What follows belongs to an exercise in optimizing a design on an open flow for small area, a short achievable clock period and few clock cycles; a production flow would make more cautious choices.
Function not checked in this run: the RTL went through the layout flow alone.
Power and IR drop assume default switching activity.

==> design.v <==
module th_ks_add #(parameter W = 32, parameter L = 5) (    
    input  wire [W-1:0] a,
    input  wire [W-1:0] b,
    input  wire         cin,
    output wire [W-1:0] s,
    output wire         cout
);
    wire [W-1:0] p0 = a ^ b;
    wire [W-1:0] g [0:L];
    wire [W-1:0] p [0:L];
    assign g[0] = (a & b) | {{(W-1){1'b0}}, p0[0] & cin};
    assign p[0] = p0;
    genvar l, i;
    generate
        for (l = 0; l < L; l = l + 1) begin : g_lvl
            for (i = 0; i < W; i = i + 1) begin : g_bit
                if (i >= (1 << l)) begin : g_op
                    assign g[l+1][i] = g[l][i] | (p[l][i] & g[l][i-(1<<l)]);
                    assign p[l+1][i] = p[l][i] & p[l][i-(1<<l)];
                end else begin : g_pass
                    assign g[l+1][i] = g[l][i];
                    assign p[l+1][i] = p[l][i];
                end
            end
        end
    endgenerate
    assign s    = p0 ^ {g[L][W-2:0], cin};
    assign cout = g[L][W-1];
endmodule
module th_core (
    input  wire        clk,
    input  wire        rst,           
    input  wire        run_start,
    input  wire [31:0] run_budget,    
    output wire        busy,
    output reg         done,
    output wire [31:0] consumed,
    output reg         refused,
    input  wire        host_wr,
    input  wire [4:0]  host_idx,
    input  wire [15:0] host_wdata,
    input  wire        di_req,
    input  wire [1:0]  irq_line,      
    output wire [31:0] pc_o,
    output wire [31:0] st_o,
    output wire        intout,
    output wire        mem_req,
    output wire        mem_we,
    output wire [27:0] mem_addr,
    output wire [15:0] mem_wdata,
    input  wire        mem_ready,
    input  wire [15:0] mem_rdata
);
    localparam [31:0] ST_INIT   = 32'h0000_0010;
    localparam        IE_BIT    = 21;
    localparam [11:0] K_NOP  = 12'h000;
    localparam [11:0] K_MOVI = 12'h001;
    localparam [11:0] K_ADDI = 12'h002;
    localparam [11:0] K_DSJ  = 12'h003;
    localparam [11:0] K_STL  = 12'h004;
    localparam [11:0] K_LDL  = 12'h005;
    localparam [11:0] K_STW  = 12'h006;
    localparam [11:0] K_LDW  = 12'h007;
    localparam [11:0] K_EINT = 12'h008;
    localparam [11:0] K_DINT = 12'h009;
    localparam [11:0] K_RETI = 12'h00A;
    localparam [11:0] K_JMPA = 12'h00B;
    localparam [11:0] K_TSTOP= 12'h00C;
    localparam I_IDLE = 0,  I_F = 1,  I_O1 = 2,  I_O2 = 3,  I_D1 = 4,  I_D2 = 5,
               I_FIN = 6,   I_BOOT0 = 7, I_BOOT1 = 8,
               I_INT0 = 9,  I_INT1 = 10, I_INT2 = 11, I_INT3 = 12, I_INT4 = 13,
               I_INT5 = 14, I_INT6 = 15, I_INT7 = 16,
               I_R0 = 17,   I_R1 = 18,   I_R2 = 19,   I_R3 = 20,   I_R4 = 21;
    localparam NS = 22;
    reg  [NS-1:0] S;
    reg  [NS-1:0] Sn;
    wire sIDLE = S[I_IDLE], sF = S[I_F], sO1 = S[I_O1], sO2 = S[I_O2], sD1 = S[I_D1], sD2 = S[I_D2];
    wire sFIN = S[I_FIN], sBOOT0 = S[I_BOOT0], sBOOT1 = S[I_BOOT1];
    wire sINT0 = S[I_INT0], sINT1 = S[I_INT1], sINT2 = S[I_INT2], sINT3 = S[I_INT3];
    wire sINT4 = S[I_INT4], sINT5 = S[I_INT5], sINT6 = S[I_INT6], sINT7 = S[I_INT7];
    wire sR0 = S[I_R0], sR1 = S[I_R1], sR2 = S[I_R2], sR3 = S[I_R3], sR4 = S[I_R4];
    reg [31:0] regs [0:15];           
    reg [31:0] pc;
    reg [31:0] st;
    reg [31:0] icounter;              
    reg [31:0] budget;
    reg [31:0] total;
    reg        stop_flag;
    reg        pend_hi, pend_di, pend_wv;
    reg [15:0] io [0:31];
    reg        k_movi, k_addi, k_dsj, k_stl, k_ldl, k_stw, k_ldw, k_jmpa;    
    reg [3:0]  rn;                    
    reg [31:0] an;                    
    reg [15:0] lo;                    
    reg [15:0] wdata;                 
    reg [3:0]  vsel;                  
    reg        nocheck;               
    reg        ioph;                  
    reg [15:0] io_q;
    reg [27:0] abus;                  
    reg        a_en, a_we;            
    wire       a_io = (abus[27:11] == 17'h18000);    
    wire [31:0] sp = regs[15];
    assign busy   = ~sIDLE;
    assign pc_o   = pc;
    assign st_o   = st;
    assign intout = io[15][7];
    assign consumed  = budget;         
    assign mem_req   = a_en & ~a_io;
    assign mem_we    = a_we;
    assign mem_addr  = abus;
    assign mem_wdata = wdata;
    wire [15:0] intpend = {4'b0, pend_wv, pend_di, pend_hi, 6'b0, irq_line[1], irq_line[0], 1'b0};
    wire [15:0] irq     = intpend & io[17];
    wire        nmi     = io[16][8];
    wire        mirq    = st[IE_BIT] & (irq[9] | irq[10] | irq[11] | irq[1] | irq[2]);
    reg [3:0] sel_vsel;
    always @(*) begin
        if (nmi)          sel_vsel = 4'h7;    
        else if (irq[9])  sel_vsel = 4'h6;    
        else if (irq[10]) sel_vsel = 4'h5;    
        else if (irq[11]) sel_vsel = 4'h4;    
        else if (irq[1])  sel_vsel = 4'hE;    
        else              sel_vsel = 4'hD;    
    end
    wire        ok      = a_en & (a_io ? (a_we | ioph) : mem_ready);
    wire [15:0] rd      = a_io ? io_q : mem_rdata;
    wire [4:0]  acc_idx = abus[4:0];
    wire [31:0] cons      = budget - icounter;
    wire [31:0] total_rep = total + budget - icounter;
    reg [15:0] io_rdata;
    always @(*) begin
        if (acc_idx == 5'd18)      io_rdata = intpend;
        else if (acc_idx == 5'd30) io_rdata = total_rep[19:4];
        else                       io_rdata = io[acc_idx];
    end
    wire        bus_io_wr = a_en & a_we & a_io;
    wire        io_wr     = bus_io_wr | (host_wr & sIDLE);
    wire [4:0]  io_widx   = bus_io_wr ? acc_idx : host_idx;
    wire [15:0] io_wdata  = bus_io_wr ? wdata : host_wdata;
    wire        halt_zero = bus_io_wr & (acc_idx == 5'd16) & wdata[15];
    wire loop_go  = ~icounter[31] & (icounter != 32'd0) & ~stop_flag;
    wire f_finish = sF & ~nocheck & ~loop_go;
    wire f_int    = sF & ~nocheck & loop_go & (nmi | mirq);
    wire f_take   = sF & (nocheck | (loop_go & ~nmi & ~mirq)) & ok;
    wire [11:0] rk     = rd[15:4];
    wire        r_one  = (rk == K_NOP) || (rk == K_EINT) || (rk == K_DINT) || (rk == K_TSTOP);
    wire        r_unas = (rk > K_TSTOP);
    wire        r_reti = (rk == K_RETI);
    wire [31:0] add_b = (sINT0 | sINT3) ? 32'hFFFF_FFE0 :
                        (sR2 | sR4)     ? 32'd32 :
                        k_dsj           ? 32'hFFFF_FFFF : {{16{rd[15]}}, rd};    
    wire [31:0] sum;
    th_ks_add #(32, 5) u_sum (.a(an), .b(add_b), .cin(1'b0), .s(sum), .cout());
    wire dsj_taken = (an != 32'd1);
    wire rf_we  = sINT0 | sINT3 | ((sR2 | sR4) & ok)
                | (ok & ((sO1 & (k_dsj | k_addi)) | (sO2 & k_movi) | (sD1 & k_ldw) | (sD2 & k_ldl)));
    wire rf_sum = ~(sO2 | sD1 | sD2);
    wire [31:0] rf_wd = rf_sum ? sum : (k_ldw ? {16'd0, rd} : {rd, lo});
    wire [31:0] rf_wd_r = rst ? 32'd0 : rf_wd;
    integer i;
    always @(posedge clk)
        for (i = 0; i < 16; i = i + 1)
            if (rst || (rf_we && rn == i)) regs[i] <= rf_wd_r;
    wire [3:0]  rn_new = (f_int | r_reti) ? 4'd15 : rd[3:0];
    wire [31:0] an_new = regs[rn_new];
    wire [15:0] io_wd_r = rst ? 16'd0 : io_wdata;
    wire        nmi_clr = f_int & nmi;
    always @(posedge clk) begin
        for (i = 0; i < 32; i = i + 1)
            if (i != 18 && i != 30 && (rst || (io_wr && io_widx == i))) io[i] <= io_wd_r;
        if (nmi_clr) io[16][8] <= 1'b0;
    end
    wire charge = (f_take & r_one)
                | (ok & ((sO1 & (k_addi | k_dsj)) | (sO2 & (k_movi | k_jmpa))
                       | (sD1 & (k_ldw | k_stw)) | sD2 | sR4 | sINT7));
    wire [4:0]  cost    = sF ? 5'd1 : sO1 ? 5'd2 : (sO2 | sD1) ? 5'd3 : sD2 ? 5'd4 : sR4 ? 5'd8 : 5'd16;
    wire [31:0] icnt_c  = icounter - {27'd0, cost};
    wire [31:0] icnt_c3 = icounter - 32'd3;
    wire [31:0] ncost   = 32'd0 - {27'd0, cost};
    wire        take3   = sO1 & k_dsj & dsj_taken;
    wire [31:0] icnt_next = halt_zero ? (charge ? ncost : 32'd0)
                          : charge ? (take3 ? icnt_c3 : icnt_c) : icounter;
    wire [27:0] pcw_inc  = pc[31:4] + 28'd1;
    wire [27:0] abus_inc = abus + 28'd1;
    wire [27:0] dsj_tgt  = pcw_inc + {{12{rd[15]}}, rd};
    wire        br_take  = sO1 & k_dsj & dsj_taken;    
    wire [31:0] rdlo     = {rd, lo};
    localparam A_HOLD = 0, A_PC = 1, A_PCI = 2, A_TGT = 3, A_RDLO = 4, A_INC = 5,
               A_SUM = 6, A_SP = 7, A_VEC = 8;
    reg [3:0] asel;
    reg       n_en, n_we;
    always @(*) begin
        Sn   = S;
        asel = A_HOLD;
        n_en = a_en;
        n_we = a_we;
        if (sBOOT0 && ok) begin Sn[I_BOOT0] = 1'b0; Sn[I_BOOT1] = 1'b1; asel = A_INC; end
        if (sBOOT1 && ok) begin Sn[I_BOOT1] = 1'b0; Sn[I_IDLE]  = 1'b1; n_en = 1'b0; end
        if (sIDLE && run_start && !io[16][15]) begin
            Sn[I_IDLE] = 1'b0; Sn[I_F] = 1'b1; asel = A_PC; n_en = 1'b1; n_we = 1'b0;
        end
        if (f_finish || sFIN) begin
            Sn[I_F] = 1'b0; Sn[I_FIN] = 1'b0; Sn[I_IDLE] = 1'b1; n_en = 1'b0;
        end
        if (f_int) begin Sn[I_F] = 1'b0; Sn[I_INT0] = 1'b1; n_en = 1'b0; end
        if (f_take) begin
            asel = A_PCI;
            if (!r_one) begin
                Sn[I_F] = 1'b0;
                if (r_unas)      begin Sn[I_FIN] = 1'b1; n_en = 1'b0; end
                else if (r_reti) begin Sn[I_R0]  = 1'b1; n_en = 1'b0; end
                else                   Sn[I_O1]  = 1'b1;
            end
        end
        if (sO1 && ok) begin
            Sn[I_O1] = 1'b0;
            asel = A_PCI;                     
            if (k_addi || k_dsj) Sn[I_F]  = 1'b1;
            else                 Sn[I_O2] = 1'b1;
        end
        if (sO2 && ok) begin
            Sn[I_O2] = 1'b0;
            if (k_movi)      begin Sn[I_F] = 1'b1; asel = A_PCI; end
            else if (k_jmpa) begin Sn[I_F] = 1'b1; asel = A_RDLO; end
            else begin
                Sn[I_D1] = 1'b1; asel = A_RDLO;
                n_we = k_stl | k_stw;
            end
        end
        if (sD1 && ok) begin
            Sn[I_D1] = 1'b0;
            if (k_ldw || k_stw) begin Sn[I_F] = 1'b1; asel = A_PC; n_we = 1'b0; end
            else                begin Sn[I_D2] = 1'b1; asel = A_INC; end
        end
        if (sD2 && ok) begin Sn[I_D2] = 1'b0; Sn[I_F] = 1'b1; asel = A_PC; n_we = 1'b0; end
        if (sINT0) begin Sn[I_INT0] = 1'b0; Sn[I_INT1] = 1'b1; asel = A_SUM; n_en = 1'b1; n_we = 1'b1; end
        if (sINT1 && ok) begin Sn[I_INT1] = 1'b0; Sn[I_INT2] = 1'b1; asel = A_INC; end
        if (sINT2 && ok) begin Sn[I_INT2] = 1'b0; Sn[I_INT3] = 1'b1; n_en = 1'b0; end
        if (sINT3) begin Sn[I_INT3] = 1'b0; Sn[I_INT4] = 1'b1; asel = A_SUM; n_en = 1'b1; n_we = 1'b1; end
        if (sINT4 && ok) begin Sn[I_INT4] = 1'b0; Sn[I_INT5] = 1'b1; asel = A_INC; end
        if (sINT5 && ok) begin Sn[I_INT5] = 1'b0; Sn[I_INT6] = 1'b1; asel = A_VEC; n_we = 1'b0; end
        if (sINT6 && ok) begin Sn[I_INT6] = 1'b0; Sn[I_INT7] = 1'b1; asel = A_INC; end
        if (sINT7 && ok) begin Sn[I_INT7] = 1'b0; Sn[I_F] = 1'b1; asel = A_RDLO; end
        if (sR0) begin Sn[I_R0] = 1'b0; Sn[I_R1] = 1'b1; asel = A_SP; n_en = 1'b1; n_we = 1'b0; end
        if (sR1 && ok) begin Sn[I_R1] = 1'b0; Sn[I_R2] = 1'b1; asel = A_INC; end
        if (sR2 && ok) begin Sn[I_R2] = 1'b0; Sn[I_R3] = 1'b1; asel = A_SUM; end
        if (sR3 && ok) begin Sn[I_R3] = 1'b0; Sn[I_R4] = 1'b1; asel = A_INC; end
        if (sR4 && ok) begin Sn[I_R4] = 1'b0; Sn[I_F] = 1'b1; asel = A_RDLO; end
    end
    reg [27:0] na;
    always @(*) begin
        case (asel)
            A_PC:    na = pc[31:4];
            A_PCI:   na = pcw_inc;
            A_RDLO:  na = rdlo[31:4];
            A_INC:   na = abus_inc;
            A_SUM:   na = sum[31:4];
            A_SP:    na = sp[31:4];
            A_VEC:   na = {23'h7FFFFF, vsel[3:0], 1'b0};
            default: na = abus;
        endcase
    end
    wire finish = f_finish | sFIN;
    always @(posedge clk) begin
        if (rst) begin
            S         <= {{(NS-1){1'b0}}, 1'b1} << I_BOOT0;
            abus      <= 28'hFFFFFFE;
            a_en      <= 1'b1;
            a_we      <= 1'b0;
            pend_hi   <= 1'b0;
            pend_di   <= 1'b0;
            pend_wv   <= 1'b0;
            pc        <= 32'd0;
            st        <= ST_INIT;
            icounter  <= 32'd0;
            budget    <= 32'd0;
            total     <= 32'd0;
            stop_flag <= 1'b0;
            k_movi    <= 1'b0;
            k_addi    <= 1'b0;
            k_dsj     <= 1'b0;
            k_stl     <= 1'b0;
            k_ldl     <= 1'b0;
            k_stw     <= 1'b0;
            k_ldw     <= 1'b0;
            k_jmpa    <= 1'b0;
            rn        <= 4'd0;
            an        <= 32'd0;
            lo        <= 16'd0;
            wdata     <= 16'd0;
            vsel      <= 4'd0;
            nocheck   <= 1'b0;
            ioph      <= 1'b0;
            io_q      <= 16'd0;
            done      <= 1'b0;
            refused   <= 1'b0;
        end else begin
            S       <= Sn;
            abus    <= na;
            a_en    <= n_en;
            a_we    <= n_we;
            done    <= 1'b0;
            if (a_en & a_io & ~a_we & ~ioph) begin
                ioph <= 1'b1;
                io_q <= io_rdata;
            end else begin
                ioph <= 1'b0;
            end
            if (io_wr) begin
                if (io_widx == 5'd15 && !io[15][3] && io_wdata[3])
                    pend_hi <= 1'b1;
                if (io_widx == 5'd18) begin
                    if (!io_wdata[9])  pend_hi <= 1'b0;
                    if (!io_wdata[10]) pend_di <= 1'b0;
                    if (!io_wdata[11]) pend_wv <= 1'b0;
                end
            end
            if (di_req && sIDLE)
                pend_di <= 1'b1;
            icounter <= icnt_next;
            if (f_take || f_int) begin
                rn <= rn_new;
                an <= an_new;
            end else if (rf_we) begin
                an <= rf_wd;
            end
            if (finish) begin
                budget   <= cons;
                total    <= total_rep;
                done     <= 1'b1;
            end
            if (sBOOT0 && ok) lo <= rd;
            if (sBOOT1 && ok) pc <= rdlo;
            if (sIDLE && run_start) begin
                refused   <= 1'b0;
                budget    <= run_budget;
                icounter  <= run_budget;
                stop_flag <= 1'b0;
                nocheck   <= 1'b0;
                if (io[16][15]) begin
                    budget   <= 32'd0;
                    done     <= 1'b1;
                end
            end
            if (f_int) vsel <= sel_vsel;
            if (f_take) begin
                k_movi  <= (rk == K_MOVI);
                k_addi  <= (rk == K_ADDI);
                k_dsj   <= (rk == K_DSJ);
                k_stl   <= (rk == K_STL);
                k_ldl   <= (rk == K_LDL);
                k_stw   <= (rk == K_STW);
                k_ldw   <= (rk == K_LDW);
                k_jmpa  <= (rk == K_JMPA);
                pc      <= {pcw_inc, 4'b0};
                nocheck <= 1'b0;
                if (rk == K_EINT)  st[IE_BIT] <= 1'b1;
                if (rk == K_DINT)  st[IE_BIT] <= 1'b0;
                if (rk == K_TSTOP) stop_flag  <= 1'b1;
                if (r_unas)        refused    <= 1'b1;
            end
            if (sO1 && ok) begin
                lo <= rd;
                pc <= {pcw_inc, 4'b0};
            end
            if (sO2 && ok) begin
                pc    <= k_jmpa ? rdlo : {pcw_inc, 4'b0};
                wdata <= an[15:0];
            end
            if (sD1 && ok) begin
                lo    <= rd;
                wdata <= an[31:16];
            end
            if (sINT0)        wdata <= pc[15:0];
            if (sINT1 && ok)  wdata <= pc[31:16];
            if (sINT3)        wdata <= st[15:0];
            if (sINT4 && ok)  wdata <= st[31:16];
            if (sINT5 && ok)  st    <= ST_INIT;
            if (sINT6 && ok)  lo    <= rd;
            if (sINT7 && ok) begin
                pc      <= rdlo;
                nocheck <= 1'b1;
            end
            if (sR1 && ok) lo <= rd;
            if (sR2 && ok) st <= rdlo;
            if (sR3 && ok) lo <= rd;
            if (sR4 && ok) pc <= rdlo;
            if (br_take && ok) begin
                pc   <= {dsj_tgt, 4'b0};
                abus <= dsj_tgt;
            end
        end
    end
endmodule
==> flow/run.sh <==
#!/bin/bash
set -euo pipefail
bash standard.sh SETUP_SLACK_MARGIN=8 finish > orfs_make.log 2>&1
==> standard.sh <==
#!/bin/bash
# synth_recipe.tcl (not shown) runs the flow's synth.tcl, then flattens the netlist and writes it again
# the make line also repeats each setting of config.mk as NAME=value (left out here)
make -C /OpenROAD-flow-scripts/flow DESIGN_CONFIG=/design/flow/config.mk WORK_HOME=/design/flow/orfs CLKGATE_MAP_FILE= SYNTH_SCRIPT=/design/flow/synth_recipe.tcl "${@:-finish}"
==> config.mk <==
export PLATFORM = sky130hd
export DESIGN_NAME = th_core
export DESIGN_NICKNAME = th_core
export VERILOG_FILES = /design/flow/design.v
export SDC_FILE = /design/flow/constraint.sdc
export NUM_CORES = 4
export LEC_CHECK = 0
export CAP_MARGIN = 20
export CORE_MARGIN = 2
export CORE_UTILIZATION = 40
export CTS_BUF_LIST = sky130_fd_sc_hd__clkbuf_8
export SLEW_MARGIN = 20
export TNS_END_PERCENT = 2
==> constraint.sdc <==
create_clock -name core_clock -period 12.0 [get_ports {clk}]
set_input_delay 2.4000 -clock core_clock [delete_from_list [all_inputs] [get_ports {clk}]]
set_output_delay 2.4000 -clock core_clock [all_outputs]
set_load 0.01 [all_outputs]
==> summary.txt <==
## final cells by class
cell class / count / share of cell area
Multi-Input combinational cell: 3521 / 0.331
Antenna cell: 7 / 0.000242
Clock inverter: 162 / 0.0159
Sequential cell: 1295 / 0.496
Clock buffer: 227 / 0.0432
Inverter: 190 / 0.0107
Timing Repair Buffer: 526 / 0.0677
Tap cell: 2016 / 0.0349
## power breakdown
part,switching [mW],internal (mW),leakage (nW)
sequential,0.179,5.11,12.6
clock,1.93,1.98,2.46
combinational,1.34,0.716,10.9
total,3.45,7.81,26.0
## stage by stage
| stage | area (um^2) | hold WS [ns] | std cells | util |
|---|---|---|---|---|
| after floorplan | 60300 | 0.424 | 5317 | - |
| after global placement | 65500 | 0.439 | 7420 | 0.438 |
| after detailed placement | 65500 | 0.444 | 7421 | 0.439 |
| after CTS | 72000 | 0.452 | 7923 | 0.482 |
| after global routing | 72300 | 0.472 | 7941 | 0.484 |
| final | 72300 | 0.454 | 7944 | 0.484 |
## worst reg2reg max path, stage by stage, from the launching register on
cell       delay [ns]
dfxtp_1          0.49
ha_1             0.51
and3_1           0.48
ha_1             0.67
a221oi_1         0.65
o21ai_0          0.20
a2111oi_1        0.68
nand4_1          0.36
a211oi_2         0.55
a2111oi_0        0.16
a21oi_1          0.17
nor2_1           0.06
## Yosys cell counts, types with 30 or more instances
| cell type | instances | area [um^2] |
|---|---|---|
| xnor2_1 | 91 | 797 |
| a31oi_1 | 43 | 269 |
| a21oi_1 | 355 | 1780 |
| a22o_1 | 54 | 473 |
| xor2_1 | 62 | 543 |
| o211ai_1 | 72 | 541 |
| a21o_1 | 33 | 248 |
| nand4_1 | 70 | 438 |
| edfxtp_1 | 991 | 29800 |
| nand2_1 | 507 | 1900 |
| inv_1 | 188 | 706 |
| mux2i_1 | 62 | 621 |
| nand3_1 | 149 | 746 |
| a2111oi_0 | 31 | 272 |
| clkbuf_1 | 269 | 1010 |
| a222oi_1 | 38 | 380 |
| o21ai_0 | 238 | 1190 |
| o22ai_1 | 35 | 219 |
| o21a_1 | 32 | 240 |
| a211oi_1 | 89 | 668 |
| dfxtp_1 | 304 | 6090 |
| nor4_1 | 37 | 231 |
| nor3_1 | 112 | 561 |
| a22oi_1 | 242 | 1820 |
| a221oi_1 | 122 | 1070 |
| and3_1 | 30 | 188 |
| nor2_1 | 486 | 1820 |
| ha_1 | 121 | 1510 |
## timing repair
| action | 4_1_cts | 5_1_grt |
|---|---|---|
| gates cloned | 6 | 1 |
| gates resized for setup | 315 | 47 |
| endpoints found under the setup margin | 1710 | 1645 |
| pin swaps | 81 | 33 |
| setup buffers | 107 | 11 |
## flip-flops by register name, summed over array words and instances, names as in the netlist, 4 cells and up
signal / flops
wdata: 16
io: 480
st: 32
an: 32
regs: 512
S: 22
total: 20
lo: 16
io_q: 16
pc: 32
abus: 28
rn: 4
icounter: 32
vsel: 4
budget: 32
## cell families after synthesis
logic type	Yosys count
compound gates	1602
simple gates	1546
flops	1295
buf+inv	503
xor+xnor	153
fa+ha+maj	144
mux	74
## per-layer routing
layer | track usage | vias up | wire [um]
li1 | - | 21318 | -
met1 | 0.435 | 24891 | 99200
met2 | 0.484 | 3580 | 110000
met3 | 0.0989 | 669 | 33100
met4 | 0.156 | 0 | 13700
met5 | 0 | - | 0
## final timing paths
kind	startpoint	to	slack [ns]
max	mem_ready	abus[14]	6.93
max reg2reg	abus[0]	io_q[3]	6.93
min	total[10]	total[10]	0.45
min reg2reg	total[10]	total[10]	0.45
## placed cells by master (no fill, tap or decap), types with 27 or more instances in the layout
cell,count
dfxtp_1,274
nand3_1,146
clkdlybuf4s50_1,201
nand2_1,482
clkbuf_8,227
a221oi_1,119
clkinv_1,38
nor2_2,30
nor2_1,440
xnor2_1,88
nor4_1,34
mux2i_1,55
a222oi_1,38
a22o_1,54
a211oi_1,80
ha_1,93
xor2_1,61
buf_4,260
a21o_1,32
o22ai_1,32
o21ai_0,206
a22oi_1,238
and3_1,27
o211ai_1,72
a21oi_1,324
inv_1,257
nor3_1,99
o21a_1,31
a31oi_1,40
nand4_1,70
edfxtp_1,991
==> results.json <==
{
  "status": "no timing/DRC/antenna violations",
  "syn_area_um2": 60000,
  "io_pins": 223,
  "fin_tns_setup_ns": 0,
  "cts_inserted_buffers": 213,
  "skew_ns": 0.0919,
  "hold_viol_final": 0,
  "start_util": 0.402,
  "finalMaxSlewViolations": 0,
  "crit_path_max_incr_delay_ns": 0.39,
  "power.density_nw_per_um2": 156,
  "synth_edf_count": 991,
  "regArea_um2": 35900,
  "antenna_found_initial": 11,
  "worst_pin_slew_ns": 1.22,
  "cp_cell_sequence": "dlygate4sd2_1, nand2_8, a21o_1, nand2_8, and3_4, o32a_1, buf_8, or2_1, buf_8, and2_4, buf_4, a221oi_1, a311oi_1, or3_1",
  "overflow": 0,
  "synth_warnings": 4,
  "drive_above_1_share": 0.156,
  "synth_flop_cell": "edfxtp_1",
  "timing.final.crit_period_ns": 5.07,
  "post-route-period-util": 0.423,
  "cts_buffer_depth": 3,
  "drt_iter0_drc": 7516,
  "grtUsageTotal": 0.326,
  "wl_um": 256000,
  "syn_nets": 5538,
  "detail_route.first_pass.iterations": 9,
  "cts_hold_buf": 0,
  "syn_inst": 5317,
  "fillCellCount": 13410,
  "synth.avg_cell_area_um2": 11.3,
  "fin_ws_ns": 6.93,
  "synth_top_family_by_area": "compound AO/OA/AOI/OAI gates",
  "synth_compound_gate_area_share": 0.185,
  "max_slew_margin": 0.187,
  "grt_pass1_wl_um": 357000,
  "cp_top_family": "simple AND/OR/NAND/NOR gates",
  "grt_max_degree": 72,
  "async_flop_share": 0,
  "arrival_ns": 5.88,
  "clk_latency_ns": 1.02,
  "htree_levels": 4,
  "max_freq_ghz": 0.197,
  "ir_drop_mv": 0.119,
  "drv_cap": 0,
  "dp_hpwl_um": 167000,
  "power_mw": 11.3,
  "reg2regPathDepth": 11,
  "drc_errors": 0,
  "routed-via-count": 50458,
  "viasPerCell": 6.35,
  "ant_nets": 0,
  "finalSetupViolCount": 0,
  "cts_tree": "done",
  "io_buffers": 222,
  "cpMaxStageDelayCell": "o32a_1",
  "crit_cells": 14,
  "crit_path_end_kind": "flop",
  "p_leak_nw": 26.0,
  "nNetsFinal": 5968,
  "multi_input_area_um2": 23900,
  "place_congestion": 0.989,
  "whs_path_depth": 2,
  "worst_ep_required_time_ns": 12.81,
  "synth_xor_area_frac": 0.0223,
  "hold_path_class": "reg2reg",
  "muxShareOfSynthArea": 0.0131,
  "die_y_um": 391,
  "clock-sinks": 1295,
  "die-area_um2": 153000,
  "rsz0062_at_grt": "true",
  "ys_seq_area_frac": 0.597,
  "post-place-ws_ns": 4.45,
  "ys_types": 92,
  "synthAdderAreaFrac": 0.0329,
  "crit_type": "in2reg",
  "rows": 142,
  "core_area_um2": 149000,
  "synth-seq-cells": 1295,
  "path_buf_inv": 4,
  "cts_root_buffer": "clkbuf_8",
  "grt_pass1_vias": 47162,
  "critPathLaunchType": "input pin",
  "post_drt_wl_per_cell_um": 32.3,
  "die_x_um": 391,
  "path_max_fanout": 29,
  "syn_to_final_growth_pct": 20.5,
  "path_clk_slew_ns": 0.06,
  "yosys.area_share.simple": 0.117
}

afterwards: timing with drivers on the ports:
The results above use ideal ports. As a check the final layout listed here was re-extracted and re-timed, cells and wires unchanged. Step 1 assumes that a clkbuf_16 drives the clock port and a buf_2 every other input. Step 2, shift: input delay + t, output delay - t, t = (earliest + latest rising clock arrival at the registers) / 2. This alone moves slack from input paths to output paths. Slacks: ideal ports / drivers / drivers and shift; pairs: ideal ports / drivers.
t (ns): 1.046
setup slack, ns: 6.929 / 6.926 / 5.880
worst setup path at the end: input to register
After both steps this run still meets setup and hold. The setup slack of this run moves by -0.003 ns with the drivers and by -1.049 ns with both steps.
